What follows belongs to an exercise in optimizing a design on an open flow for small area, a short achievable clock period and few clock cycles per item; a production flow would make more cautious choices.
At most, simulation tests tie the RTL to the original design; equivalence was not proved.
Function not checked in run 5: the RTL went through the layout flow alone.

### flow/design.v
module sm3_core (
    input  wire         clk,
    input  wire         rst,         
    input  wire         start_i,
    input  wire         first_i,
    input  wire [511:0] block_i,     
    output wire         ready_o,
    output reg          done_o,
    output wire [255:0] digest_o     
);
    localparam integer NR = 1;               
    localparam integer NC = 64 / NR;         
    localparam integer CW = (NC > 32) ? 6 : (NC > 16) ? 5 : (NC > 8) ? 4 : 3;
    localparam [255:0] IV = {32'h7380166F, 32'h4914B2B9, 32'h172442D7, 32'hDA8A0600,
                             32'hA96F30BC, 32'h163138AA, 32'hE38DEE4D, 32'hB0FB0E4E};
    localparam [31:0]  T0 = 32'h79CC4519;
    localparam [31:0]  T1 = 32'h7A879D8A;
    function [31:0] p0;
        input [31:0] x;
        begin
            p0 = x ^ {x[22:0], x[31:23]} ^ {x[14:0], x[31:15]};
        end
    endfunction
    function [31:0] p1;
        input [31:0] x;
        begin
            p1 = x ^ {x[16:0], x[31:17]} ^ {x[8:0], x[31:9]};
        end
    endfunction
    function [31:0] add32;
        input [31:0] x, y;
        reg   [31:0] g, p;
        integer i, d;
        begin
            g = x & y;
            p = x ^ y;
            for (d = 1; d < 32; d = d * 2)
                for (i = 0; i < 32; i = i + 1)
                    if (i & d) begin
                        g[i] = g[i] | (p[i] & g[(i & ~(d - 1)) - 1]);
                        p[i] = p[i] & p[(i & ~(d - 1)) - 1];
                    end
            add32 = x ^ y ^ {g[30:0], 1'b0};
        end
    endfunction
    function [31:0] ktab;
        input [5:0] j;
        reg   [63:0] t2;
        begin
            t2   = (j < 6'd16) ? {T0, T0} : {T1, T1};
            t2   = t2 << j[4:0];
            ktab = t2[63:32];
        end
    endfunction
    reg              busy_q;                 
    reg              rdy_q;                  
    reg              rdyo_q;                 
    reg  [CW-1:0]    cnt_q;                  
    reg              cv_q;                   
    reg              rcv_q;                  
    reg              rncv_q;                 
    reg              vf_q;                   
    reg  [255:0]     v_q;                    
    reg  [255:0]     s_q;                    
    reg  [511:0]     w_q;                    
    reg  [32*NR-1:0] k_q;                    
    wire [31:0] wv [0:15+NR];                
    genvar gi;
    generate
        for (gi = 0; gi < 16; gi = gi + 1) begin : g_wv
            assign wv[gi] = w_q[511-32*gi -: 32];
        end
        for (gi = 16; gi < 16 + NR; gi = gi + 1) begin : g_wx
            assign wv[gi] = p1(wv[gi-16] ^ wv[gi-9] ^ {wv[gi-3][16:0], wv[gi-3][31:17]})
                            ^ {wv[gi-13][24:0], wv[gi-13][31:25]} ^ wv[gi-6];
        end
    endgenerate
    wire [31:0] ra [0:NR], rb [0:NR], rc [0:NR], rd [0:NR];
    wire [31:0] re [0:NR], rf [0:NR], rg [0:NR], rh [0:NR];
    assign {ra[0], rb[0], rc[0], rd[0], re[0], rf[0], rg[0], rh[0]} = s_q;
    generate
        for (gi = 0; gi < NR; gi = gi + 1) begin : g_rnd
            wire [5:0]  j     = NR * cnt_q + gi;    
            wire        early = (j < 6'd16);
            wire [31:0] a12   = {ra[gi][19:0], ra[gi][31:20]};
            wire [31:0] kj    = k_q[32*NR-1-32*gi -: 32];
            wire [31:0] s0s   = a12 ^ re[gi] ^ kj;
            wire [31:0] s0c   = (a12 & re[gi]) | (a12 & kj) | (re[gi] & kj);
            wire [31:0] sst   = add32(s0s, {s0c[30:0], 1'b0});
            wire [31:0] ss1   = {sst[24:0], sst[31:25]};
            wire [31:0] ss2   = ss1 ^ a12;
            wire [31:0] ff    = early ? (ra[gi] ^ rb[gi] ^ rc[gi])
                                      : ((ra[gi] & rb[gi]) | (ra[gi] & rc[gi]) | (rb[gi] & rc[gi]));
            wire [31:0] gg    = early ? (re[gi] ^ rf[gi] ^ rg[gi])
                                      : ((re[gi] & rf[gi]) | (~re[gi] & rg[gi]));
            wire [31:0] wp    = wv[gi] ^ wv[gi+4];
            wire [31:0] t1s   = ff ^ rd[gi] ^ wp;
            wire [31:0] t1c   = {((ff & rd[gi]) | (ff & wp) | (rd[gi] & wp)), 1'b0};
            wire [31:0] u1s   = t1s ^ t1c ^ ss2;
            wire [31:0] u1c   = {((t1s & t1c) | (t1s & ss2) | (t1c & ss2)), 1'b0};
            wire [31:0] tt1   = add32(u1s, u1c);
            wire [31:0] t2s   = gg ^ rh[gi] ^ wv[gi];
            wire [31:0] t2c   = {((gg & rh[gi]) | (gg & wv[gi]) | (rh[gi] & wv[gi])), 1'b0};
            wire [31:0] u2s   = t2s ^ t2c ^ ss1;
            wire [31:0] u2c   = {((t2s & t2c) | (t2s & ss1) | (t2c & ss1)), 1'b0};
            wire [31:0] tt2   = add32(u2s, u2c);
            assign ra[gi+1] = tt1;
            assign rb[gi+1] = ra[gi];
            assign rc[gi+1] = {rb[gi][22:0], rb[gi][31:23]};
            assign rd[gi+1] = rc[gi];
            assign re[gi+1] = p0(tt2);
            assign rf[gi+1] = re[gi];
            assign rg[gi+1] = {rf[gi][12:0], rf[gi][31:13]};
            assign rh[gi+1] = rg[gi];
        end
    endgenerate
    wire [255:0] s_next = {ra[NR], rb[NR], rc[NR], rd[NR], re[NR], rf[NR], rg[NR], rh[NR]};
    wire [511:0] w_next;
    generate
        if (NR < 16) begin : g_wsh
            assign w_next[511:32*NR] = w_q[511-32*NR:0];
        end
        for (gi = 0; gi < NR; gi = gi + 1) begin : g_wn
            assign w_next[32*NR-1-32*gi -: 32] = wv[16+gi];
        end
    endgenerate
    wire [5:0]       j_next = busy_q ? NR * (cnt_q + 1'b1) : 6'd0;
    wire [32*NR-1:0] k_next;
    generate
        for (gi = 0; gi < NR; gi = gi + 1) begin : g_kn
            assign k_next[32*NR-1-32*gi -: 32] = ktab(j_next + gi);
        end
    endgenerate
    wire         last   = busy_q & (cnt_q == NC - 1);
    wire         acc    = start_i & rdy_q;
    wire         sel_iv = first_i | ~cv_q;           
    wire         ld_v   = rcv_q & ~first_i;          
    wire         ld_iv  = rncv_q | (rdy_q & first_i);  
    wire [255:0] v_use  = vf_q ? IV : v_q;
    wire         busy_n = ~rst & (acc | (busy_q & ~last));
    wire         rdy_n  = rst | (~acc & (rdy_q | last));
    wire         cv_n   = ~rst & (cv_q | acc);
    assign ready_o  = rdyo_q;
    assign digest_o = v_q;
    always @(posedge clk) begin
        s_q <= ({256{busy_q}} & s_next) | ({256{ld_v}} & v_q) | ({256{ld_iv}} & IV);
        w_q <= ({512{busy_q}} & w_next) | ({512{rdy_q}} & block_i);
        if (last)
            v_q <= v_use ^ s_next;
        k_q <= k_next;
        busy_q <= busy_n;
        rdy_q  <= rdy_n;
        rdyo_q <= ~busy_n;
        cv_q   <= cv_n;
        rcv_q  <= rdy_n & cv_n;
        rncv_q <= rdy_n & ~cv_n;
        if (rst) begin
            cnt_q  <= {CW{1'b0}};
            done_o <= 1'b0;
        end else begin
            done_o <= last;
            if (busy_q)
                cnt_q <= cnt_q + 1'b1;
            if (acc)
                vf_q   <= sel_iv;
        end
    end
endmodule
### flow/config.mk
export PLATFORM = sky130hd
export DESIGN_NAME = sm3_core
export DESIGN_NICKNAME = sm3_core
export VERILOG_FILES = /design/flow/design.v
export SDC_FILE = /design/flow/constraint.sdc
export NUM_CORES = 4
export LEC_CHECK = 0
export ABC_AREA = 1
export CAP_MARGIN = 20
export CORE_MARGIN = 2
export CORE_UTILIZATION = 40
export PLACE_DENSITY = 0.6
export SLEW_MARGIN = 20
### flow/constraint.sdc
create_clock -name core_clock -period 20.0 [get_ports {clk}]
set_input_delay 4.0000 -clock core_clock [delete_from_list [all_inputs] [get_ports {clk}]]
set_output_delay 4.0000 -clock core_clock [all_outputs]
set_load 0.01 [all_outputs]
### flow/flow/run.sh
#!/bin/bash
# Layout flow: the standard ORFS flow (standard synthesis unchanged),
# with each input and output port buffered by a small buf_1 cell instead of
# the delay buffer the placer picks by default, and a clock tree without
# dummy balancing loads.
set -euo pipefail
cd "$(dirname "$0")/.."
bash standard.sh "BUFFER_PORTS_ARGS=-buffer_cell sky130_fd_sc_hd__buf_1" \
  "CTS_ARGS=-sink_clustering_enable -repair_clock_nets -dont_use_dummy_load -sink_clustering_size 20 -sink_clustering_max_diameter 60" \
  finish > flow_make.log 2>&1
### flow/standard.sh
#!/bin/bash
# synth_recipe.tcl (not shown) runs the flow's synth.tcl, then flattens the netlist and writes it again
# the make line also repeats each setting of config.mk as NAME=value (left out here)
make -C /OpenROAD-flow-scripts/flow DESIGN_CONFIG=/design/flow/config.mk WORK_HOME=/design/flow/orfs CLKGATE_MAP_FILE= SYNTH_SCRIPT=/design/flow/synth_recipe.tcl "${@:-finish}"
==> results of run 1 <==
[registers in the layout, summed over array words and instances (netlist names), 6 cells and up]
signal and cells:
v_q 256, w_q 512, cnt_q 6, s_q 256, k_q 32
[per-layer routing]
layer  global-route usage [%]  share of wire (%)  vias up
li1                         -                  -    18845
met1                     41.2                 40    20107
met2                     53.7                 47     1896
met3                     5.71                7.5      368
met4                     18.0                6.0       16
met5                        0              0.047        -
[cells in the final DEF, fill, tap and decap left out, types with 4 or more instances in the layout]
cell type	count
sky130_fd_sc_hd__nand3_1	198
sky130_fd_sc_hd__a31oi_1	6
sky130_fd_sc_hd__mux2_2	31
sky130_fd_sc_hd__xor2_2	4
sky130_fd_sc_hd__o21ai_1	20
sky130_fd_sc_hd__xnor2_1	200
sky130_fd_sc_hd__a21o_1	4
sky130_fd_sc_hd__mux2i_1	4
sky130_fd_sc_hd__dfxtp_1	811
sky130_fd_sc_hd__nand2_1	991
sky130_fd_sc_hd__nand2_2	22
sky130_fd_sc_hd__a21oi_1	121
sky130_fd_sc_hd__fa_1	197
sky130_fd_sc_hd__o21ai_0	342
sky130_fd_sc_hd__ha_1	99
sky130_fd_sc_hd__a221o_1	65
sky130_fd_sc_hd__buf_1	773
sky130_fd_sc_hd__nor3_1	10
sky130_fd_sc_hd__a21oi_2	4
sky130_fd_sc_hd__clkbuf_16	104
sky130_fd_sc_hd__inv_2	5
sky130_fd_sc_hd__diode_2	26
sky130_fd_sc_hd__o21bai_1	11
sky130_fd_sc_hd__buf_12	4
sky130_fd_sc_hd__nand3b_1	10
sky130_fd_sc_hd__edfxtp_1	257
sky130_fd_sc_hd__nand3_2	13
sky130_fd_sc_hd__nor2_1	215
sky130_fd_sc_hd__or2_2	7
sky130_fd_sc_hd__a22o_1	431
sky130_fd_sc_hd__buf_4	33
sky130_fd_sc_hd__xor2_1	349
sky130_fd_sc_hd__nand2_4	6
sky130_fd_sc_hd__inv_1	612
[synth_stat cells, types with 2 or more instances]
cell type	n	area [um^2]
sky130_fd_sc_hd__a211oi_1	2	15.0
sky130_fd_sc_hd__a21boi_0	3	22.5
sky130_fd_sc_hd__a21o_1	4	30.0
sky130_fd_sc_hd__a21oi_1	121	606
sky130_fd_sc_hd__a21oi_2	4	35.0
sky130_fd_sc_hd__a21oi_4	2	32.5
sky130_fd_sc_hd__a221o_1	65	651
sky130_fd_sc_hd__a22o_1	431	3770
sky130_fd_sc_hd__a22oi_1	3	22.5
sky130_fd_sc_hd__a31oi_1	6	37.5
sky130_fd_sc_hd__buf_1	19	71.3
sky130_fd_sc_hd__buf_2	6	30.0
sky130_fd_sc_hd__clkbuf_1	217	815
sky130_fd_sc_hd__clkinv_1	2	7.51
sky130_fd_sc_hd__dfxtp_1	813	16300
sky130_fd_sc_hd__edfxtp_1	257	7720
sky130_fd_sc_hd__fa_1	197	3940
sky130_fd_sc_hd__ha_1	99	1240
sky130_fd_sc_hd__inv_1	615	2310
sky130_fd_sc_hd__inv_2	6	22.5
sky130_fd_sc_hd__mux2_2	31	349
sky130_fd_sc_hd__mux2i_1	4	40.0
sky130_fd_sc_hd__nand2_1	991	3720
sky130_fd_sc_hd__nand2_2	22	138
sky130_fd_sc_hd__nand2_4	6	67.6
sky130_fd_sc_hd__nand3_1	198	991
sky130_fd_sc_hd__nand3_2	13	130
sky130_fd_sc_hd__nand3b_1	10	75.1
sky130_fd_sc_hd__nand4_1	3	18.8
sky130_fd_sc_hd__nor2_1	216	811
sky130_fd_sc_hd__nor2_2	2	12.5
sky130_fd_sc_hd__nor2_4	2	22.5
sky130_fd_sc_hd__nor3_1	11	55.1
sky130_fd_sc_hd__o21ai_0	342	1710
sky130_fd_sc_hd__o21ai_1	20	100
sky130_fd_sc_hd__o21bai_1	11	82.6
sky130_fd_sc_hd__or2_1	2	12.5
sky130_fd_sc_hd__or2_2	7	43.8
sky130_fd_sc_hd__xnor2_1	200	1750
sky130_fd_sc_hd__xnor3_1	2	45.0
sky130_fd_sc_hd__xor2_1	349	3060
sky130_fd_sc_hd__xor2_2	4	65.1
[worst max-delay path by stage]
stage | to | from | cells after the start
6_report | v_q[122] | s_q[122] | 25
5_1_grt | v_q[122] | s_q[251] | 30
4_1_cts | v_q[122] | s_q[231] | 25
3_5_place_dp | s_q[237] | first_i | 8
3_3_place_gp | s_q[181] | first_i | 7
2_1_floorplan | rcv_q | cnt_q[0] | 11
[per-stage QoR]
step	hold slack, ns	setup WS [ns]	area (um^2)
after floorplan	0.415	7.23	51100
after global placement	0.437	13.37	55500
after detailed placement	0.439	13.35	55500
after CTS	0.404	13.51	58100
after global routing	0.422	13.00	58200
final	0.420	13.39	58200
[worst max-delay path, delay by kind of cell (launching register included)]
family	cells	cell delay [ns]
AO/OA/AOI/OAI	1	0.31
XOR/XNOR	4	1.56
adder cells (fa/ha/maj)	5	2.17
buffers and inverters	3	0.26
flip-flops	1	0.65
AND/OR/NAND/NOR	12	1.38
[cell families (layout without fill, tap and decap cells)]
kind of cell / Yosys count / after routing / synth area share, %
AND/OR/NAND/NOR: 1488 / 1488 / 12.0
flip-flops: 1070 / 1070 / 46.9
AO/OA/AOI/OAI: 1022 / 1022 / 14.1
buffers and inverters: 867 / 1537 / 6.43
XOR/XNOR: 556 / 556 / 9.65
adder cells (fa/ha/maj): 296 / 296 / 10.1
multiplexers: 35 / 35 / 0.761
other: 0 / 26 / 0
[cell type report]
| cell class | count | area [um^2] |
|---|---|---|
| Inverter | 623 | 2350 |
| Timing Repair Buffer | 810 | 3230 |
| Clock buffer | 104 | 2600 |
| Antenna cell | 26 | 65.1 |
| Fill cell | 12376 | 69000 |
| Tap cell | 1662 | 2080 |
| Sequential cell | 1070 | 24000 |
| Multi-Input combinational cell | 3397 | 23900 |
==> results.txt, run 1 <==
- For the worst-skew pair, the clock arrives at the later sink with an insertion delay of 0.75 ns.
- Dividing the synthesized area by the synthesized cell count gives 9.59 um^2.
- The die extent in y is between 300 and 400 um.
- Hold repair after CTS inserted 0 buffers.
- The number of flip-flops and latches in the synthesized netlist is 1070.
- Once placement completed, the tool counted placed cells totaling around 7600.
- The area of the die is 0.131 mm^2.
- The number of placement rows is 131.
- The critical path launch point type is a flop.
- Setup violations remaining at the end of the flow were counted as 0.
- The count of final hold-check violations was 0.
- Data on the critical path arrives at its endpoint at 7.03 ns.
- The cell area that synthesis handed to floorplanning was 0.0511 mm^2.
- The detail route stage leaves a number of antenna-violating nets equal to 0.
- Entering global routing, the biggest net connects roughly 230 pins.
- The share of post-route cells with drive strength above 1 is about 4.2%.
- In this design, the stage delay of the slowest critical-path cell is 0.68 ns.
- The all-layer global routing usage is 32.9%.
- Static timing analysis puts the maximum clock frequency at 151 MHz.
- At the end of routability-driven placement, the weighted congestion stood at 0.982.
- After global routing the overflow that remains totals 0.
- Setup repair after global routing left no endpoint under its margin.
- The async set-reset flop share out of synthesis is 0%.
- At the pin with the least slew margin, the transition time is approximately 1.2 ns.
- The number of standard cells after synthesis is between 5000 and 6000.
- The number of clock buffers added by TritonCTS is around 100.
- The run finished with no timing, DRC or antenna violations.
- The routed design could run at a clock period as short as 6.61 ns.
- The total number of vias is 41232.
- The number of maximum-capacitance constraint violations is 0.
- For this design, the slowest cell found on the critical path is sky130_fd_sc_hd__xnor2_1.
- The final core utilization is about 46%.
- The max-slew violation count is 0.
- The startpoint identified for the worst hold timing path is w_q[223].
- In the final design database the tool counted around 6800 nets.
- For this run, the detailed router's first-pass iteration total came to 5.
- The synthesized design contains 257 enable-type register cells.
- For hold timing, the worst endpoint is w_q[255].
- Synthesis instantiated 58 different standard cells from the library.
- The starting utilization of the core area is 40.2%.
- The register clock-pin slew on the reported worst setup and hold paths is 0.08 ns.
- The sequential-to-total area share from yosys stat is 46.9%.
- The number of placed I/O pins is 774.
- Counting every net in the synthesized netlist gives about 6000.
- In the finished design, the share of the clock period the worst path needs comes to 33.1%.
- For the final database, setup skew stands at 0.0785 ns.
- The placeable core region is 0.127 mm^2.
- In the routed layout, each cell is associated on average with a via count of 5.36.
- For this run, the number of Yosys warnings is 1.
- The hold path depth is 1.
- The global-route wire length before repair is 300000 um.
- The endpoint of the worst-slack reg-to-reg timing path is v_q[122].
- The biggest fanout along the worst timing path is 11.
- Post-CTS repair changed the size of 0 cells.
- The dominant register cell in the synthesized netlist is sky130_fd_sc_hd__dfxtp_1.
- The total wirelength of the detailed-routed design is 221000 um.
- The mean routed wirelength per cell is 28.7 um.
- The clock net in this run drives a total of 1070 sinks.
- The width of the chip is between 300 and 400 um.
- Post-CTS timing repair inserted 0 buffers for setup.
- The setup TNS is 0 ns.
- The HPWL after detailed placement is around 180000 um.
- The type of the worst setup path is flop to flop.
- The synthesis-to-finish area growth is 13.8%.
- After the flow finishes, the layout carries non-filler instances totaling just under 8000.
- By instance count, the cell type seen most on the critical path is sky130_fd_sc_hd__nand2_1.
- The library cell used as clock root buffer is sky130_fd_sc_hd__clkbuf_16.
- TritonCTS built the clock tree.
- At the worst endpoint, the required time is 20.42 ns.
- The maximum count of clock buffers along a single path is 3.
- The number of design-rule violations left by the first detailed-router iteration is around 4500.
- The via count of the first global-routing pass is 38678.
- In this run the number of H-tree levels came out at 3.
- The reg2reg setup slack is 13.39 ns.
- The class of the tightest hold or removal check is flop to flop.
- Buffers placed on the I/O ports in this run total between 700 and 800.
- The total DRC errors in the routed layout is 0.
- The initial antenna violation count is 45.
- The launch instance of the worst register-to-register path is s_q[122].
- Headroom to the max-slew limit came out at between 20% and 30%.
- The sort of element at the end of the critical path is a flop.
- Counting cells, the worst reg-to-reg path comes to 25.
Testbench counts, summed over its fixed seeds: cycles 83,208, items 1,280.
==> inputs of run 2 (changes only) <==
--- a/flow/flow/run.sh
+++ b/flow/flow/run.sh
@@ -6,5 +6,5 @@
 set -euo pipefail
 cd "$(dirname "$0")/.."
 bash standard.sh "BUFFER_PORTS_ARGS=-buffer_cell sky130_fd_sc_hd__buf_1" \
-  "CTS_ARGS=-sink_clustering_enable -repair_clock_nets -dont_use_dummy_load -sink_clustering_size 20 -sink_clustering_max_diameter 60" \
+  "CTS_ARGS=-sink_clustering_enable -repair_clock_nets -dont_use_dummy_load -buf_list sky130_fd_sc_hd__clkbuf_4 -root_buf sky130_fd_sc_hd__clkbuf_16 -sink_clustering_size 10 -sink_clustering_max_diameter 40" \
   finish > flow_make.log 2>&1
==> run 2 against run 1 <==
Clock skew increased by 0.11 ns. Die area stayed put. Register-to-register slack got worse by 0.05 ns. Still clean. Global-route usage up 0.19 points. Synthesized cell count unchanged. Via count up 0.59%. Core utilization decreased by 1.0 points. Sequential cell count unchanged. Cell area is 2.2% lower. Area after synthesis unchanged. Non-clock buffer count unchanged.
==> results.txt, run 2 <==
- The routed via count divided by cell count was 5.35 (was 5.36).
- The number of standard cells after synthesis is 5334 (unchanged).
- The minimum period implied by the final worst setup slack was 6.66 ns (was 6.61 ns).
- The starting utilization of the core area came to 40.2% (unchanged).
- The global placer's final weighted congestion is 0.982 (unchanged).
- The arrival time of the worst setup path is 7.14 ns (was 7.03 ns).
- The clock network latency to the later pin of the worst-skew pair is 0.88 ns (was 0.75 ns).
- The layout net count is 6892 (was 6818).
- The share of post-route cells with drive strength above 1 is 5.41% (was 4.25%).
- The total instance count after detailed placement is 7562 (unchanged).
- The total number of vias came to 41476 (was 41232).
- The highest attainable clock frequency is 150 MHz (was 151 MHz).
- The sequential-to-total area share from yosys stat was 46.9% (unchanged).
- The residual antenna-violating net count after detailed routing is 0 (unchanged).
- The critical path launch point type is a flop (unchanged).
- The final clock period utilization by the worst path is 33.3% (was 33.1%).
- The width of the chip is 362 um (unchanged).
- The number of placed I/O pins is 774 (unchanged).
- The mean post-synth cell area is 9.59 um^2 (unchanged).
- The largest stage delay on the critical path is 0.67 ns (was 0.68 ns).
- The maximum count of clock buffers along a single path is 3 (unchanged).
- The total grt overflow is 0 (unchanged).
- The top cell type by total area after synthesis is sky130_fd_sc_hd__dfxtp_1 (unchanged).
- The proportion of netlist area held by the largest area contributor is 31.8% (unchanged).
- The quantity of gates resized following cts is 0 (unchanged).
- The critical hold path startpoint was v_q[148] (was w_q[223]).
- The all-layer global routing usage was 33.0% (was 32.9%).
- The start point of the critical path was s_q[251] (was s_q[122]).
- Dominant cells by area after synthesis: sky130_fd_sc_hd__dfxtp_1 (32%), sky130_fd_sc_hd__edfxtp_1 (15%), sky130_fd_sc_hd__fa_1 (7.7%), sky130_fd_sc_hd__a22o_1 (7.4%), sky130_fd_sc_hd__nand2_1 (7.3%) (unchanged).
- The number of setup buffers added after CTS is 0 (unchanged).
- The number of maximum-capacitance constraint violations is 0 (unchanged).
- The flip-flop count of the largest register after layout is 512 (unchanged).
- The initial antenna violation count came to 49 (was 45).
- The sort of element at the end of the critical path is a flop (unchanged).
- The total DRC errors in the routed layout was 0 (unchanged).
- The number of nets produced by synthesis is 6146 (unchanged).
- The biggest fanout along the worst timing path was 11 (unchanged).
- The number of warnings reported in the yosys synthesis log is 1 (unchanged).
- The most frequent cell on the critical path was sky130_fd_sc_hd__nand2_1 (unchanged).
- The launch instance of the worst register-to-register path is s_q[251] (was s_q[122]).
- The synthesis-to-finish area growth is 11.3% (was 13.8%).
- The count of clock tree sinks is 1070 (unchanged).
- The area of the die is 0.131 mm^2 (unchanged).
- The headroom to the max-slew limit is 22.2% (was 21.5%).
- The H-tree depth is 4 (was 3).
- The total CTS buffers is 178 (was 104).
- The slew at the pin with the worst max-slew slack is 1.17 ns (was 1.18 ns).
- The placeable core region came to 0.127 mm^2 (unchanged).
- The cell with the largest stage delay on the worst path is sky130_fd_sc_hd__xnor2_1 (unchanged).
- The number of enable-type register cells in the synthesized netlist is 257 (unchanged).
- The clock tree from TritonCTS is built (unchanged).
- The dominant cell by count in the synthesized netlist was sky130_fd_sc_hd__nand2_1 (unchanged).
- The worst endpoint required time is 20.48 ns (was 20.42 ns).
- The register clock-pin slew on the reported worst setup and hold paths is 0.11 ns (was 0.08 ns).
- The async set-reset flop share out of synthesis was 0% (unchanged).
- The HPWL after detailed placement was 175000 um (unchanged).
- Unrepaired setup endpoints after global routing: false (unchanged).
- The largest register by flop count is w_q (unchanged).
- The largest clock skew in the final design was 0.191 ns (was 0.0785 ns).
- The dominant register cell in the synthesized netlist is sky130_fd_sc_hd__dfxtp_1 (unchanged).
- The number of placement rows is 131 (unchanged).
- The class of the tightest hold or removal check is flop to flop (unchanged).
- The summed instance area of the synthesized netlist is 0.0511 mm^2 (unchanged).
- Largest registers in the final layout: w_q: 512 flops, s_q: 256 flops, v_q: 256 flops (unchanged).
- The max-slew violation count came to 0 (unchanged).
- The number of flip-flops and latches in the synthesized netlist was 1070 (unchanged).
- The global-route wire length before repair is 301000 um (was 300000 um).
- The total wirelength of the detailed-routed design was 222000 um (was 221000 um).
- The final cell count without fillers is 7759 (was 7692).
- The largest net degree at the start of global routing is 228 (unchanged).
- The die extent in y is 362 um (unchanged).
- The number of input and output port buffers inserted was 773 (unchanged).
- The post-cts hold buffer count is 0 (unchanged).
- The most common cell after layout, fill and taps aside is sky130_fd_sc_hd__nand2_1 (unchanged).
- Status: finished clean (unchanged).
- Commonest non-fill, non-tap cells in the layout: sky130_fd_sc_hd__nand2_1 (991), sky130_fd_sc_hd__dfxtp_1 (811), sky130_fd_sc_hd__buf_1 (773) (unchanged).
- The library cell used as clock root buffer is sky130_fd_sc_hd__clkbuf_16 (unchanged).
- The via count of the first global-routing pass is 39219 (was 38678).
- The number of distinct library cells after synthesis is 58 (unchanged).
- The setup violation total in the final timing report is 0 (unchanged).
- The mean routed wirelength per cell is 28.6 um (was 28.7 um).
- The count of final hold-check violations is 0 (unchanged).
- Top post-synthesis cells by count: sky130_fd_sc_hd__nand2_1 (991), sky130_fd_sc_hd__dfxtp_1 (813), sky130_fd_sc_hd__inv_1 (615) (unchanged).
- The number of detailed-route iterations in the first pass was 5 (unchanged).
- The setup TNS was 0 ns (unchanged).
- The type of the worst setup path is flop to flop (unchanged).
- The number of design-rule violations left by the first detailed-router iteration was 4518 (was 4493).
[run 2: area by class of cell]
| class | count | area (um^2) |
|---|---|---|
| Antenna cell | 19 | 47.5 |
| Clock buffer | 178 | 1350 |
| Fill cell | 12600 | 70300 |
| Inverter | 623 | 2350 |
| Multi-Input combinational cell | 3397 | 23900 |
| Sequential cell | 1070 | 24000 |
| Tap cell | 1662 | 2080 |
| Timing Repair Buffer | 810 | 3230 |
[run 2: final timing paths]
| check | end | slack [ns] | depth (start not counted) |
|---|---|---|---|
| worst max-delay path | v_q[122] | 13.34 | 29 |
| worst min-delay path | s_q[148] | 0.37 | 2 |
| worst max register to register | v_q[122] | 13.34 | 29 |
| worst min register to register | s_q[148] | 0.37 | 2 |
[run 2: metrics by stage]
stage	hold WS [ns]	util, %	worst slack, ns	area (um^2)
finish	0.374	44.8	13.34	56900
global route	0.366	44.7	12.92	56900
CTS	0.357	44.7	13.44	56900
detailed placement	0.439	43.7	13.35	55500
global placement	0.437	43.7	13.37	55500
floorplan	0.415	-	7.23	51100
[run 2: kinds of logic (layout without fill, tap and decap cells)]
logic type               Yosys count  after routing  synth area share, %
multiplexers                      35             35                0.761
adder cells (fa/ha/maj)          296            296                 10.1
AO/OA/AOI/OAI                   1022           1022                 14.1
XOR/XNOR                         556            556                 9.65
buffers and inverters            867           1611                 6.43
other                              0             19                    0
AND/OR/NAND/NOR                 1488           1488                 12.0
flip-flops                      1070           1070                 46.9
[run 2: worst max-delay path, delay by kind of cell (launching register included)]
family | cells | cell delay (ns)
fa+ha+maj | 5 | 2.06
compound gates | 1 | 0.17
simple gates | 17 | 1.68
buf+inv | 2 | 0.15
xor+xnor | 4 | 1.62
flops | 1 | 0.62
[run 2: metal layers]
| metal | vias up | wire length [um] | global-route usage (%) |
|---|---|---|---|
| li1 | 19016 | - | - |
| met1 | 20139 | 87700 | 40.8 |
| met2 | 1909 | 104000 | 53.8 |
| met3 | 384 | 17200 | 7.14 |
| met4 | 28 | 12900 | 18.0 |
| met5 | - | 174 | 0 |
==> inputs of run 3 (changes only) <==
==> flow/flow/run.sh (replaced) <==
#!/bin/bash
# Layout flow: the standard ORFS flow (standard synthesis unchanged),
# with each input and output port buffered by a small buf_1 cell instead of
# the delay buffer the placer picks by default, and a clock tree without
# dummy balancing loads.
set -euo pipefail
cd "$(dirname "$0")/.."
bash standard.sh "BUFFER_PORTS_ARGS=-buffer_cell sky130_fd_sc_hd__buf_1" \
  "CTS_ARGS=-sink_clustering_enable -repair_clock_nets -dont_use_dummy_load -buf_list sky130_fd_sc_hd__clkbuf_8 -root_buf sky130_fd_sc_hd__clkbuf_16 -sink_clustering_size 16 -sink_clustering_max_diameter 50" \
  finish > flow_make.log 2>&1
==> run 3 against run 2 <==
Critical endpoint unchanged. Sequential cell count is the same. Critical path type unchanged. Global-route usage barely moved.
==> results.txt, run 3 <==
- Status: finished clean (unchanged).
- The minimum period implied by the final worst setup slack is 6.63 ns (was 6.66 ns).
- The sequential-to-total area share from yosys stat was 46.9% (unchanged).
- The H-tree depth came to 4 (unchanged).
- The post-synthesis share of cell area spent on xor and xnor gates is 9.65% (unchanged).
- The dominant cell by count in the synthesized netlist is sky130_fd_sc_hd__nand2_1 (unchanged).
- The largest clock skew in the final design is 0.114 ns (was 0.191 ns).
- The global-route wire length before repair came to 300000 um (was 301000 um).
- The number of input and output port buffers inserted came to 773 (unchanged).
- The number of fill cells in the layout came to 12517 (was 12600).
- The number of enable-type register cells in the synthesized netlist is 257 (unchanged).
- The most common cell after layout, fill and taps aside is sky130_fd_sc_hd__nand2_1 (unchanged).
- The quantity of gates resized following cts is 0 (unchanged).
- The width of the chip was 362 um (unchanged).
- The number of design-rule violations left by the first detailed-router iteration is 4323 (was 4518).
- Largest registers in the final layout: w_q: 512 flops, s_q: 256 flops, v_q: 256 flops (unchanged).
- The summed instance area of the synthesized netlist is 0.0511 mm^2 (unchanged).
- The sort of element at the end of the critical path is a flop (unchanged).
- The HPWL after detailed placement is 175000 um (unchanged).
- The clock tree from TritonCTS is built (unchanged).
- The number of maximum-capacitance constraint violations is 0 (unchanged).
- The setup violation total in the final timing report is 0 (unchanged).
- The simple-gate share of the synthesized area came to 12.0% (unchanged).
- The share of post-route cells with drive strength above 1 is 4.72% (was 5.41%).
- The final cell count without fillers is 7713 (was 7759).
- The number of placement rows is 131 (unchanged).
- Unrepaired setup endpoints after global routing: false (unchanged).
- The hold path depth was 1 (was 2).
- The type of the worst setup path is flop to flop (unchanged).
- The post-cts hold buffer count is 0 (unchanged).
- The proportion of netlist area held by the largest area contributor came to 31.8% (unchanged).
- The count of clock tree sinks is 1070 (unchanged).
- The number of setup buffers added after CTS is 0 (unchanged).
- The final clock period utilization by the worst path is 33.2% (was 33.3%).
- Dominant cells by area after synthesis: sky130_fd_sc_hd__dfxtp_1 (32%), sky130_fd_sc_hd__edfxtp_1 (15%), sky130_fd_sc_hd__fa_1 (7.7%), sky130_fd_sc_hd__a22o_1 (7.4%), sky130_fd_sc_hd__nand2_1 (7.3%) (unchanged).
- The headroom to the max-slew limit was 17.4% (was 22.2%).
- The placeable core region is 0.127 mm^2 (unchanged).
- The number of nets produced by synthesis is 6146 (unchanged).
- The dominant register cell in the synthesized netlist was sky130_fd_sc_hd__dfxtp_1 (unchanged).
- The area of the die is 0.131 mm^2 (unchanged).
- The via count of the first global-routing pass is 38928 (was 39219).
- The endpoint of the worst-slack reg-to-reg timing path was v_q[122] (unchanged).
- The class of the tightest hold or removal check is flop to flop (unchanged).
- The critical hold path startpoint is w_q[57] (was v_q[148]).
- The total CTS buffers came to 133 (was 178).
- The slew at the pin with the worst max-slew slack is 1.24 ns (was 1.17 ns).
- The flip-flop count of the largest register after layout is 512 (unchanged).
- The starting utilization of the core area was 40.2% (unchanged).
- The all-layer global routing usage is 33.0% (about the same).
- The total number of vias is 41174 (was 41476).
- The number of detailed-route iterations in the first pass is 6 (was 5).
- The routed via count divided by cell count is 5.34 (was 5.35).
- The terminating pin of the worst hold path was w_q[89] (was s_q[148]).
- The async set-reset flop share out of synthesis is 0% (unchanged).
- The setup TNS is 0 ns (unchanged).
- The number of placed I/O pins is 774 (unchanged).
- The synthesis-to-finish area growth is 12.3% (was 11.3%).
- The total wirelength of the detailed-routed design was 222000 um (about the same).
- The biggest fanout along the worst timing path is 11 (unchanged).
- The reg2reg setup slack was 13.37 ns (was 13.34 ns).
- The top cell type by total area after synthesis is sky130_fd_sc_hd__dfxtp_1 (unchanged).
- The total instance count after detailed placement came to 7562 (unchanged).
- The count of final hold-check violations came to 0 (unchanged).
- The register clock-pin slew on the reported worst setup and hold paths was 0.10 ns (was 0.11 ns).
- The arrival time of the worst setup path came to 7.05 ns (was 7.14 ns).
- The path depth of the worst reg2reg path is 25 (was 29).
- The total grt overflow is 0 (unchanged).
- The number of warnings reported in the yosys synthesis log was 1 (unchanged).
- The die extent in y is 362 um (unchanged).
- The post-synthesis share of cell area spent on full adders, half adders and majority gates was 10.1% (unchanged).
- The worst endpoint required time is 20.41 ns (was 20.48 ns).
- Commonest non-fill, non-tap cells in the layout: sky130_fd_sc_hd__nand2_1 (991), sky130_fd_sc_hd__dfxtp_1 (811), sky130_fd_sc_hd__buf_1 (773) (unchanged).
- The critical path launch point type is a flop (unchanged).
- The global placer's final weighted congestion came to 0.982 (unchanged).
- The mean routed wirelength per cell is 28.7 um (was 28.6 um).
- The number of flip-flops and latches in the synthesized netlist was 1070 (unchanged).
- The launch instance of the worst register-to-register path is s_q[114] (was s_q[251]).
- The total DRC errors in the routed layout is 0 (unchanged).
- The area of all placed cells without fillers is 0.0574 mm^2 (was 0.0569 mm^2).
- The highest attainable clock frequency was 151 MHz (was 150 MHz).
- The multiplexer share of the synthesized area came to 0.761% (unchanged).
- The layout net count is 6848 (was 6892).
- The area fraction in compound gates after synthesis is 14.1% (unchanged).
- The clock network latency to the later pin of the worst-skew pair is 0.78 ns (was 0.88 ns).
- The largest net degree at the start of global routing was 228 (unchanged).
- The number of distinct library cells after synthesis came to 58 (unchanged).
- The number of standard cells after synthesis was 5334 (unchanged).
- The library cell used as clock root buffer is sky130_fd_sc_hd__clkbuf_16 (unchanged).
- The max-slew violation count is 0 (unchanged).
- The maximum count of clock buffers along a single path was 3 (unchanged).
- The residual antenna-violating net count after detailed routing is 0 (unchanged).
- The initial antenna violation count is 46 (was 49).
- The dominant combinational cell family by area after synthesis is compound AO/OA/AOI/OAI gates (unchanged).
- The cell area after placement is 0.0555 mm^2 (unchanged).
- The mean post-synth cell area is 9.59 um^2 (unchanged).
- The largest register by flop count is w_q (unchanged).
- Top post-synthesis cells by count: sky130_fd_sc_hd__nand2_1 (991), sky130_fd_sc_hd__dfxtp_1 (813), sky130_fd_sc_hd__inv_1 (615) (unchanged).
## run 3: cell counts after synthesis
Identical to the previous run, type by type.
## run 3: area by class of cell
type	count	area (um^2)	share of cell area (%)
diodes	17	42.5	0.0741
clock buffers	133	1840	3.21
inverters	623	2350	4.09
multi-input cells	3397	23900	41.6
flip-flops and latches	1070	24000	41.8
well taps	1662	2080	3.62
repair buffers	811	3260	5.67
## run 3: worst max path at each step
stage,start,to,slack [ns],cells past startpoint
4_1_cts,s_q[114],v_q[122],13.47,25
2_1_floorplan,cnt_q[0],rcv_q,7.23,11
3_3_place_gp,first_i,s_q[181],13.37,7
5_1_grt,s_q[251],v_q[122],13.00,30
3_5_place_dp,first_i,s_q[237],13.35,8
6_report,s_q[114],v_q[122],13.37,25
## run 3: metal layers
layer,vias to the layer above,routed length [um],track usage [%]
met5,-,168,0
met4,26,13200,18.0
met3,376,16500,6.62
met2,1847,104000,53.8
met1,20058,88100,41.1
li1,18867,-,-
## run 3: stage by stage
stage,util (%),setup WS (ns),hold WS (ns)
5_1_grt,45.1,13.00,0.425
3_5_place_dp,43.7,13.35,0.439
6_report,45.2,13.37,0.388
3_3_place_gp,43.7,13.37,0.437
2_1_floorplan,-,7.23,0.415
4_1_cts,45.1,13.47,0.391
## run 3: logic make-up after synthesis
| logic type | count (synthesis) |
|---|---|
| flip-flops | 1070 |
| buffers and inverters | 867 |
| XOR/XNOR | 556 |
| AO/OA/AOI/OAI | 1022 |
| adder cells (fa/ha/maj) | 296 |
| AND/OR/NAND/NOR | 1488 |
| multiplexers | 35 |
## run 3: worst max-delay path: stages (launching register included)
cell and delay, ns:
sky130_fd_sc_hd__dfxtp_1 0.55, sky130_fd_sc_hd__fa_1 0.48, sky130_fd_sc_hd__ha_1 0.33, sky130_fd_sc_hd__nand2_1 0.11, sky130_fd_sc_hd__o21ai_0 0.26, sky130_fd_sc_hd__a21oi_1 0.19
sky130_fd_sc_hd__o211ai_1 0.32, sky130_fd_sc_hd__nand2_1 0.08, sky130_fd_sc_hd__nand2_1 0.12, sky130_fd_sc_hd__xor2_1 0.47, sky130_fd_sc_hd__fa_1 0.52, sky130_fd_sc_hd__ha_1 0.29
sky130_fd_sc_hd__nand2_1 0.06, sky130_fd_sc_hd__nor2_1 0.09, sky130_fd_sc_hd__nand2_1 0.07, sky130_fd_sc_hd__nand2_2 0.12, sky130_fd_sc_hd__nand2_1 0.09, sky130_fd_sc_hd__nand2_2 0.30
sky130_fd_sc_hd__inv_2 0.09, sky130_fd_sc_hd__fa_1 0.43, sky130_fd_sc_hd__xnor2_1 0.66, sky130_fd_sc_hd__xor2_1 0.17, sky130_fd_sc_hd__xnor2_1 0.31, sky130_fd_sc_hd__inv_1 0.07
sky130_fd_sc_hd__nand2_1 0.06, sky130_fd_sc_hd__nand2_1 0.05
==> inputs of run 4 (changes only) <==
--- a/flow/flow/run.sh
+++ b/flow/flow/run.sh
@@ -7,4 +7,4 @@
 cd "$(dirname "$0")/.."
 bash standard.sh "BUFFER_PORTS_ARGS=-buffer_cell sky130_fd_sc_hd__buf_1" \
   "CTS_ARGS=-sink_clustering_enable -repair_clock_nets -dont_use_dummy_load -buf_list sky130_fd_sc_hd__clkbuf_8 -root_buf sky130_fd_sc_hd__clkbuf_16 -sink_clustering_size 16 -sink_clustering_max_diameter 50" \
-  finish > flow_make.log 2>&1
+  ABC_LOAD_IN_FF=15 finish > flow_make.log 2>&1
==> run 4 against run 3 <==
Wire length shrank 1.5%. Global-route usage shrank 0.35 points. Highest routed layer unchanged. Sequential cell count is the same. Synthesized cell count is the same. Cell area shrank 0.17%. Critical path depth grew 2.
==> results.txt, run 4 <==
- Status: finished clean (unchanged).
- Unrepaired setup endpoints after global routing: false (unchanged).
- The worst hold slack after final layout is 0.416 ns (was 0.388 ns).
- The dominant register cell in the synthesized netlist is sky130_fd_sc_hd__dfxtp_1 (unchanged).
- The minimum period implied by the final worst setup slack is 6.64 ns (was 6.63 ns).
- The H-tree depth is 3 (was 4).
- The class of the tightest hold or removal check is flop to flop (unchanged).
- The worst setup slack after layout is 13.36 ns (was 13.37 ns).
- The total instance count after detailed placement is 7563 (was 7562).
- Dominant cells by area after synthesis: sky130_fd_sc_hd__dfxtp_1 (32%), sky130_fd_sc_hd__edfxtp_1 (15%), sky130_fd_sc_hd__fa_1 (7.7%), sky130_fd_sc_hd__a22o_1 (7.4%), sky130_fd_sc_hd__nand2_1 (7.3%) (unchanged).
- The number of detailed-route iterations in the first pass is 7 (was 6).
- The clock tree from TritonCTS is built (unchanged).
- The sequential-to-total area share from yosys stat is 46.8% (was 46.9%).
- The starting utilization of the core area is 40.2% (about the same).
- The dominant delay contributor by cell family on the critical path is adder cells (unchanged).
- The slew at the pin with the worst max-slew slack was 1.16 ns (was 1.24 ns).
- The synthesis-to-finish area growth is 12.0% (was 12.3%).
- The number of placed I/O pins is 774 (unchanged).
- The all-layer global routing usage came to 32.7% (was 33.0%).
- The HPWL after detailed placement is 174000 um (was 175000 um).
- The layout net count is 6829 (was 6848).
- The die extent in y is 362 um (about the same).
- The count of final hold-check violations is 0 (unchanged).
- Top post-synthesis cells by count: sky130_fd_sc_hd__nand2_1 (999), sky130_fd_sc_hd__dfxtp_1 (813), sky130_fd_sc_hd__inv_1 (599) (was sky130_fd_sc_hd__nand2_1 (991), sky130_fd_sc_hd__dfxtp_1 (813), sky130_fd_sc_hd__inv_1 (615)).
- The worst endpoint required time is 20.40 ns (was 20.41 ns).
- The number of design-rule violations left by the first detailed-router iteration is 4576 (was 4323).
- The number of warnings reported in the yosys synthesis log was 1 (unchanged).
- The number of distinct library cells after synthesis is 56 (was 58).
- The flip-flop count of the largest register after layout is 512 (unchanged).
- The number of setup buffers added after CTS was 0 (unchanged).
- The critical hold path startpoint is w_q[211] (was w_q[57]).
- The post-cts hold buffer count was 0 (unchanged).
- The cell with the largest stage delay on the worst path is sky130_fd_sc_hd__fa_1 (was sky130_fd_sc_hd__xnor2_1).
- The register clock-pin slew on the reported worst setup and hold paths is 0.10 ns (about the same).
- The residual antenna-violating net count after detailed routing is 0 (unchanged).
- The most frequent cell on the critical path is sky130_fd_sc_hd__nand2_1 (unchanged).
- The width of the chip is 362 um (about the same).
- The total DRC errors in the routed layout came to 0 (unchanged).
- The total CTS buffers is 114 (was 133).
- The highest attainable clock frequency is 151 MHz (about the same).
- The summed instance area of the synthesized netlist is 0.0512 mm^2 (was 0.0511 mm^2).
- The number of enable-type register cells in the synthesized netlist is 257 (unchanged).
- The top cell type by total area after synthesis is sky130_fd_sc_hd__dfxtp_1 (unchanged).
- The largest stage delay on the critical path was 0.64 ns (was 0.66 ns).
- The mean post-synth cell area is 9.60 um^2 (was 9.59 um^2).
- The placeable core region was 0.127 mm^2 (about the same).
- The area of the die is 0.131 mm^2 (about the same).
- The share of post-route cells with drive strength above 1 is 4.74% (was 4.72%).
- The launch instance of the worst register-to-register path is s_q[228] (was s_q[114]).
- The mean routed wirelength per cell was 28.4 um (was 28.7 um).
- The max-slew violation count is 0 (unchanged).
- The headroom to the max-slew limit is 21.6% (was 17.4%).
- The final core utilization was 45.0% (was 45.2%).
- The number of standard cells after synthesis is 5334 (unchanged).
- The initial antenna violation count is 29 (was 46).
- The start point of the critical path is s_q[228] (was s_q[114]).
- The proportion of netlist area held by the largest area contributor came to 31.8% (about the same).
- The routed via count divided by cell count is 5.35 (was 5.34).
- The number of maximum-capacitance constraint violations was 0 (unchanged).
- The setup TNS was 0 ns (unchanged).
- The biggest fanout along the worst timing path is 11 (unchanged).
- The number of flip-flops and latches in the synthesized netlist came to 1070 (unchanged).
- The largest register by flop count is w_q (unchanged).
- The global placer's final weighted congestion was 0.985 (was 0.982).
- The count of clock tree sinks is 1070 (unchanged).
- The total number of vias came to 41193 (was 41174).
- The cell area after placement is 0.0556 mm^2 (was 0.0555 mm^2).
- The clock network latency to the later pin of the worst-skew pair is 0.73 ns (was 0.78 ns).
- The sort of element at the end of the critical path is a flop (unchanged).
- The quantity of gates resized following cts came to 0 (unchanged).
- The global-route wire length before repair is 298000 um (was 300000 um).
- The maximum count of clock buffers along a single path is 3 (unchanged).
- The largest net degree at the start of global routing is 216 (was 228).
- The final clock period utilization by the worst path is 33.2% (about the same).
- Largest registers in the final layout: w_q: 512 flops, s_q: 256 flops, v_q: 256 flops (unchanged).
- The total grt overflow is 0 (unchanged).
- The final cell count without fillers was 7700 (was 7713).
- The number of input and output port buffers inserted is 773 (unchanged).
- The library cell used as clock root buffer is sky130_fd_sc_hd__clkbuf_16 (unchanged).
- The type of the worst setup path is flop to flop (unchanged).
- The async set-reset flop share out of synthesis is 0% (unchanged).
- The total wirelength of the detailed-routed design was 218000 um (was 222000 um).
- The reg2reg setup slack came to 13.36 ns (was 13.37 ns).
- The setup violation total in the final timing report is 0 (unchanged).
- The number of nets produced by synthesis is 6146 (unchanged).
- The arrival time of the worst setup path is 7.04 ns (was 7.05 ns).
- The via count of the first global-routing pass is 39065 (was 38928).
- The most common cell after layout, fill and taps aside was sky130_fd_sc_hd__nand2_1 (unchanged).
- The worst path buffer plus inverter count was 4 (was 2).
- The worst slack after detailed placement is 13.36 ns (was 13.35 ns).
- Commonest non-fill, non-tap cells in the layout: sky130_fd_sc_hd__nand2_1 (999), sky130_fd_sc_hd__dfxtp_1 (811), sky130_fd_sc_hd__buf_1 (773) (was sky130_fd_sc_hd__nand2_1 (991), sky130_fd_sc_hd__dfxtp_1 (811), sky130_fd_sc_hd__buf_1 (773)).
- The area of all placed cells without fillers came to 0.0573 mm^2 (was 0.0574 mm^2).
- The largest clock skew in the final design was 0.122 ns (was 0.114 ns).
- The dominant cell by count in the synthesized netlist is sky130_fd_sc_hd__nand2_1 (unchanged).
- The number of placement rows came to 131 (unchanged).
- The critical path launch point type is a flop (unchanged).
run 4: cell count changes after synthesis, sizes merged:
| cell | previous run | this run |
|---|---|---|
| clkbuf | 217 | 207 |
| buf | 27 | 37 |
| clkinv | 2 | 12 |
| inv | 621 | 611 |
run 4: worst reg2reg max path: stages (launching register included):
cell and delay (ns):
sky130_fd_sc_hd__dfxtp_1 0.48, sky130_fd_sc_hd__clkinv_1 0.27, sky130_fd_sc_hd__fa_1 0.64, sky130_fd_sc_hd__inv_1 0.06
sky130_fd_sc_hd__ha_1 0.17, sky130_fd_sc_hd__a21oi_1 0.24, sky130_fd_sc_hd__o21ai_1 0.12, sky130_fd_sc_hd__a21oi_1 0.41
sky130_fd_sc_hd__o211ai_2 0.19, sky130_fd_sc_hd__nand2_1 0.10, sky130_fd_sc_hd__nand2_1 0.10, sky130_fd_sc_hd__xor2_2 0.29
sky130_fd_sc_hd__fa_1 0.49, sky130_fd_sc_hd__ha_1 0.37, sky130_fd_sc_hd__nand2_1 0.08, sky130_fd_sc_hd__nand2_1 0.12
sky130_fd_sc_hd__a21oi_2 0.08, sky130_fd_sc_hd__nand2_2 0.12, sky130_fd_sc_hd__nand2_1 0.06, sky130_fd_sc_hd__nand2_1 0.39
sky130_fd_sc_hd__inv_2 0.10, sky130_fd_sc_hd__fa_1 0.45, sky130_fd_sc_hd__xnor2_1 0.33, sky130_fd_sc_hd__xor2_1 0.13
sky130_fd_sc_hd__xnor2_1 0.30, sky130_fd_sc_hd__inv_1 0.08, sky130_fd_sc_hd__nand2_1 0.06, sky130_fd_sc_hd__nand2_1 0.05
run 4: worst paths after layout:
kind                            endpoint  cells after the start
worst max-delay path            v_q[122]                     27
worst min-delay path            w_q[243]                      1
worst min register to register  w_q[243]                      1
worst max register to register  v_q[122]                     27
run 4: per-layer routing:
| layer | part of all wire, % | vias to the layer above | global-route usage, % |
|---|---|---|---|
| met4 | 6.6 | 10 | 19.4 |
| met3 | 8.2 | 428 | 6.54 |
| met2 | 46 | 2011 | 52.4 |
| met5 | 0.032 | - | 0 |
| met1 | 39 | 19906 | 40.7 |
| li1 | - | 18838 | - |
run 4: cell families after synthesis:
group	after synthesis	share of synthesized area [%]
multiplexers	35	0.760
AND/OR/NAND/NOR	1488	11.8
adder cells (fa/ha/maj)	296	10.1
AO/OA/AOI/OAI	1022	14.1
flip-flops	1070	46.8
buffers and inverters	867	6.40
XOR/XNOR	556	9.94
run 4: layout make-up:
class | instances | area, um^2
sequential | 1070 | 24000
multi-input combinational | 3397 | 24000
tap | 1662 | 2080
inverter | 623 | 2350
fill | 12498 | 70000
clock buffer | 114 | 1670
antenna | 23 | 57.6
timing repair buffer | 811 | 3210
==> inputs of run 5 (changes only) <==
--- a/flow/design.v
+++ b/flow/design.v
@@ -96,14 +96,12 @@
             wire [31:0] wp    = wv[gi] ^ wv[gi+4];
             wire [31:0] t1s   = ff ^ rd[gi] ^ wp;
             wire [31:0] t1c   = {((ff & rd[gi]) | (ff & wp) | (rd[gi] & wp)), 1'b0};
-            wire [31:0] u1s   = t1s ^ t1c ^ ss2;
-            wire [31:0] u1c   = {((t1s & t1c) | (t1s & ss2) | (t1c & ss2)), 1'b0};
-            wire [31:0] tt1   = add32(u1s, u1c);
+            wire [31:0] x1    = add32(t1s, t1c);
+            wire [31:0] tt1   = add32(x1, ss2);
             wire [31:0] t2s   = gg ^ rh[gi] ^ wv[gi];
             wire [31:0] t2c   = {((gg & rh[gi]) | (gg & wv[gi]) | (rh[gi] & wv[gi])), 1'b0};
-            wire [31:0] u2s   = t2s ^ t2c ^ ss1;
-            wire [31:0] u2c   = {((t2s & t2c) | (t2s & ss1) | (t2c & ss1)), 1'b0};
-            wire [31:0] tt2   = add32(u2s, u2c);
+            wire [31:0] x2    = add32(t2s, t2c);
+            wire [31:0] tt2   = add32(x2, ss1);
             assign ra[gi+1] = tt1;
             assign rb[gi+1] = ra[gi];
             assign rc[gi+1] = {rb[gi][22:0], rb[gi][31:23]};
--- a/flow/flow/run.sh
+++ b/flow/flow/run.sh
@@ -7,4 +7,4 @@
 cd "$(dirname "$0")/.."
 bash standard.sh "BUFFER_PORTS_ARGS=-buffer_cell sky130_fd_sc_hd__buf_1" \
   "CTS_ARGS=-sink_clustering_enable -repair_clock_nets -dont_use_dummy_load -buf_list sky130_fd_sc_hd__clkbuf_8 -root_buf sky130_fd_sc_hd__clkbuf_16 -sink_clustering_size 16 -sink_clustering_max_diameter 50" \
-  ABC_LOAD_IN_FF=15 finish > flow_make.log 2>&1
+  finish > flow_make.log 2>&1
==> run 5 against run 4 <==
Still clean on timing, DRC and antenna. Clock-buffer cell count rose by 5. Non-clock buffer count fell by 4. First-iteration DRC count fell by 5.5%. Via count rose by 4.5%. Maximum frequency rose by 1.4%. Highest routed layer unchanged.
==> results.txt, run 5 <==
- Status: finished clean (unchanged).
- The largest clock skew in the final design came to 0.105 ns (was 0.122 ns).
- The critical path launch point type is a flop (unchanged).
- The most common cell after layout, fill and taps aside is sky130_fd_sc_hd__nand2_1 (unchanged).
- The number of enable-type register cells in the synthesized netlist is 257 (unchanged).
- The total DRC errors in the routed layout is 0 (unchanged).
- The critical hold path startpoint is w_q[449] (was w_q[211]).
- The global placer's final weighted congestion is 0.972 (was 0.985).
- The sort of element at the end of the critical path is a flop (unchanged).
- The via count of the first global-routing pass is 40102 (was 39065).
- The routed via count divided by cell count is 5.34 (was 5.35).
- The final core utilization is 45.1% (was 45.0%).
- The share of post-route cells with drive strength above 1 is 3.68% (was 4.74%).
- The all-layer global routing usage is 32.5% (was 32.7%).
- The mean post-synth cell area came to 9.23 um^2 (was 9.60 um^2).
- The number of design-rule violations left by the first detailed-router iteration is 4324 (was 4576).
- The async set-reset flop share out of synthesis is 0% (unchanged).
- The summed instance area of the synthesized netlist is 0.0520 mm^2 (was 0.0512 mm^2).
- The number of setup buffers added after CTS is 0 (unchanged).
- The number of nets produced by synthesis is 6452 (was 6146).
- The layout net count is 7133 (was 6829).
- The slew at the pin with the worst max-slew slack is 1.08 ns (was 1.16 ns).
- The count of final hold-check violations was 0 (unchanged).
- The residual antenna-violating net count after detailed routing is 0 (unchanged).
- The die extent in y is 365 um (was 362 um).
- Unrepaired setup endpoints after global routing: false (unchanged).
- The number of placement rows is 132 (was 131).
- The worst setup slack after layout is 13.46 ns (was 13.36 ns).
- The total number of vias came to 43067 (was 41193).
- The top cell type by total area after synthesis is sky130_fd_sc_hd__dfxtp_1 (unchanged).
- The number of input and output port buffers inserted is 773 (unchanged).
- The dominant cell by count in the synthesized netlist is sky130_fd_sc_hd__nand2_1 (unchanged).
- The setup violation total in the final timing report is 0 (unchanged).
- The proportion of netlist area held by the largest area contributor is 31.3% (was 31.8%).
- The total wirelength of the detailed-routed design is 223000 um (was 218000 um).
- The register clock-pin slew on the reported worst setup and hold paths is 0.09 ns (was 0.10 ns).
- The number of fill cells in the layout is 12633 (was 12498).
- The total instance count after detailed placement was 7933 (was 7563).
- The global-route wire length before repair is 302000 um (was 298000 um).
- Commonest non-fill, non-tap cells in the layout: sky130_fd_sc_hd__nand2_1 (1231), sky130_fd_sc_hd__dfxtp_1 (811), sky130_fd_sc_hd__buf_1 (773) (was sky130_fd_sc_hd__nand2_1 (999), sky130_fd_sc_hd__dfxtp_1 (811), sky130_fd_sc_hd__buf_1 (773)).
- The width of the chip is 365 um (was 362 um).
- The headroom to the max-slew limit is 28.0% (was 21.6%).
- The final clock period utilization by the worst path is 32.7% (was 33.2%).
- The starting utilization of the core area was 40.2% (about the same).
- The max-slew violation count is 0 (unchanged).
- The final cell count without fillers was 8068 (was 7700).
- The H-tree depth is 3 (unchanged).
- The count of clock tree sinks came to 1070 (unchanged).
- The minimum period implied by the final worst setup slack is 6.54 ns (was 6.64 ns).
- The number of flip-flops and latches in the synthesized netlist is 1070 (unchanged).
- The start point of the critical path is cnt_q[4] (was s_q[228]).
- The worst endpoint required time came to 20.53 ns (was 20.40 ns).
- The biggest fanout along the worst timing path was 63 (was 11).
- The arrival time of the worst setup path came to 7.08 ns (was 7.04 ns).
- The number of standard cells after synthesis is 5632 (was 5334).
- The setup TNS came to 0 ns (unchanged).
- The flip-flop count of the largest register after layout came to 512 (unchanged).
- The highest attainable clock frequency is 153 MHz (was 151 MHz).
- The number of detailed-route iterations in the first pass is 6 (was 7).
- The total grt overflow is 0 (unchanged).
- The synthesis-to-finish area growth came to 12.1% (was 12.0%).
- The sequential-to-total area share from yosys stat came to 46.1% (was 46.8%).
- The largest register by flop count is w_q (unchanged).
- The number of distinct library cells after synthesis was 55 (was 56).
- The number of placed I/O pins came to 774 (unchanged).
- The number of maximum-capacitance constraint violations is 0 (unchanged).
- The total CTS buffers is 119 (was 114).
- The class of the tightest hold or removal check is flop to flop (unchanged).
- Dominant cells by area after synthesis: sky130_fd_sc_hd__dfxtp_1 (31%), sky130_fd_sc_hd__edfxtp_1 (15%), sky130_fd_sc_hd__nand2_1 (8.9%), sky130_fd_sc_hd__a22o_1 (7.2%), sky130_fd_sc_hd__xor2_1 (6.7%) (was sky130_fd_sc_hd__dfxtp_1 (32%), sky130_fd_sc_hd__edfxtp_1 (15%), sky130_fd_sc_hd__fa_1 (7.7%), sky130_fd_sc_hd__a22o_1 (7.4%), sky130_fd_sc_hd__nand2_1 (7.3%)).
- The initial antenna violation count is 34 (was 29).
- Top post-synthesis cells by count: sky130_fd_sc_hd__nand2_1 (1232), sky130_fd_sc_hd__dfxtp_1 (813), sky130_fd_sc_hd__inv_1 (565) (was sky130_fd_sc_hd__nand2_1 (999), sky130_fd_sc_hd__dfxtp_1 (813), sky130_fd_sc_hd__inv_1 (599)).
- The clock tree from TritonCTS is built (unchanged).
- The post-cts hold buffer count is 0 (unchanged).
- The library cell used as clock root buffer is sky130_fd_sc_hd__clkbuf_16 (unchanged).
- Largest registers in the final layout: w_q: 512 flops, s_q: 256 flops, v_q: 256 flops (unchanged).
- The area of the die is 0.133 mm^2 (was 0.131 mm^2).
- The type of the worst setup path is flop to flop (unchanged).
- The largest net degree at the start of global routing was 184 (was 216).
- The HPWL after detailed placement came to 178000 um (was 174000 um).
- The mean routed wirelength per cell is 27.7 um (was 28.4 um).
- The launch instance of the worst register-to-register path is cnt_q[4] (was s_q[228]).
- The clock network latency to the later pin of the worst-skew pair is 0.73 ns (about the same).
- The number of warnings reported in the yosys synthesis log was 1 (unchanged).
- The maximum count of clock buffers along a single path came to 3 (unchanged).
- The placeable core region is 0.129 mm^2 (was 0.127 mm^2).
- The worst slack after detailed placement is 13.42 ns (was 13.36 ns).
- The dominant register cell in the synthesized netlist is sky130_fd_sc_hd__dfxtp_1 (unchanged).
- The quantity of gates resized following cts is 0 (unchanged).
==> run 5: layout make-up <==
class | instances | area [um^2] | area share [%]
Tap cell | 1742 | 2180 | 3.74
Sequential cell | 1070 | 24000 | 41.2
Multi-Input combinational cell | 3736 | 24900 | 42.7
Clock buffer | 119 | 1740 | 2.98
Antenna cell | 15 | 37.5 | 0.0644
Inverter | 579 | 2180 | 3.75
Timing Repair Buffer | 807 | 3220 | 5.53
==> run 5: kinds of logic after synthesis <==
| group | after synthesis | share of synthesized area [%] |
|---|---|---|
| xor gates and xnor gates | 601 | 10.2 |
| and+or+nand+nor | 1740 | 13.6 |
| AOI/OAI and AO/OA | 1083 | 14.4 |
| buffers and inverters | 826 | 6.00 |
| adders and majority gates | 304 | 9.44 |
| DFF | 1070 | 46.1 |
| muxes | 8 | 0.154 |
==> run 5: metal layers <==
metal  track usage [%]  share of wire [%]  vias up
met5                 0              0.090        -
met4              18.4                6.3       28
met3              5.64                7.3      440
met2              54.1                 48     1898
met1              39.7                 38    20814
li1                  -                  -    19887
==> run 5: path summary, 6_finish.rpt <==
path / slack, ns / cells after the start / endpoint
max: 13.46 / 27 / s_q[113]
min: 0.38 / 1 / w_q[481]
max reg2reg: 13.46 / 27 / s_q[113]
min reg2reg: 0.38 / 1 / w_q[481]
==> run 5: worst max-delay path, stage by stage (launching register included) <==
cell and delay (ns):
sky130_fd_sc_hd__dfxtp_1 0.38, sky130_fd_sc_hd__nor2_4 0.11, sky130_fd_sc_hd__buf_4 0.50, sky130_fd_sc_hd__o21ai_0 0.23
sky130_fd_sc_hd__xor2_1 0.22, sky130_fd_sc_hd__fa_1 0.49, sky130_fd_sc_hd__inv_1 0.04, sky130_fd_sc_hd__ha_1 0.32
sky130_fd_sc_hd__nand2_1 0.09, sky130_fd_sc_hd__nor2_1 0.10, sky130_fd_sc_hd__nand2_1 0.06, sky130_fd_sc_hd__nand2_1 0.12
sky130_fd_sc_hd__inv_1 0.10, sky130_fd_sc_hd__o21bai_1 0.20, sky130_fd_sc_hd__a21oi_1 0.12, sky130_fd_sc_hd__o21ai_0 0.27
sky130_fd_sc_hd__a21oi_1 0.13, sky130_fd_sc_hd__xnor2_1 0.15, sky130_fd_sc_hd__ha_1 0.34, sky130_fd_sc_hd__a21oi_1 0.15
sky130_fd_sc_hd__o21ai_0 0.11, sky130_fd_sc_hd__a21oi_2 0.17, sky130_fd_sc_hd__nand2_4 0.17, sky130_fd_sc_hd__fa_1 0.46
sky130_fd_sc_hd__xor2_1 0.41, sky130_fd_sc_hd__xor2_1 0.17, sky130_fd_sc_hd__a22oi_1 0.62, sky130_fd_sc_hd__nand2_1 0.15
==> run 5: through the flow <==
step	hold slack, ns	cell area [um^2]
6_report	0.380	58300
5_1_grt	0.391	58300
4_1_cts	0.381	58200
3_5_place_dp	0.439	56500
3_3_place_gp	0.436	56500
2_1_floorplan	0.415	52000

[static timing again, ports no longer ideal]
In the flow no input, the clock included, has a driving cell. The finished layouts below were timed again as built, in two steps.
Step 1 (the two cells are an assumption about what drives the block):
set clk [get_ports {clk}]
set_driving_cell -lib_cell sky130_fd_sc_hd__clkbuf_16 $clk
set_driving_cell -lib_cell sky130_fd_sc_hd__buf_2 [delete_from_list [all_inputs] $clk]
Step 2 adds t to the input delays and takes it off the output delays; t is the mean of the earliest and latest rising clock arrival at the registers after step 1. Input paths then give back, and output paths get back, about the clock's delay inside the block.
a / b / c = ideal / step 1 / step 2; a / b = the first two.
run	t, ns	setup slack, ns	worst hold slack (ns)	latest minus earliest clock arrival (ns)	slew at the worst register clock pin (ns)
run 1	0.794	13.388 / 13.388 / 13.254	0.420 / 0.420 / 0.420	0.083 / 0.083	0.08 / 0.08
run 2	0.866	13.337 / 13.337 / 13.264	0.374 / 0.374 / 0.374	0.198 / 0.198	0.12 / 0.12
run 3	0.802	13.365 / 13.365 / 13.266	0.388 / 0.388 / 0.388	0.130 / 0.130	0.10 / 0.10
run 4	0.758	13.363 / 13.363 / 13.317	0.416 / 0.416 / 0.416	0.123 / 0.122	0.11 / 0.11
run 5	0.756	13.458 / 13.458 / 13.458	0.380 / 0.380 / 0.380	0.119 / 0.120	0.10 / 0.10
After both steps setup and hold are still met in every run listed. The setup slack of run 1, which loses most, moves by 0.000 ns with the drivers and by -0.134 ns with both steps.
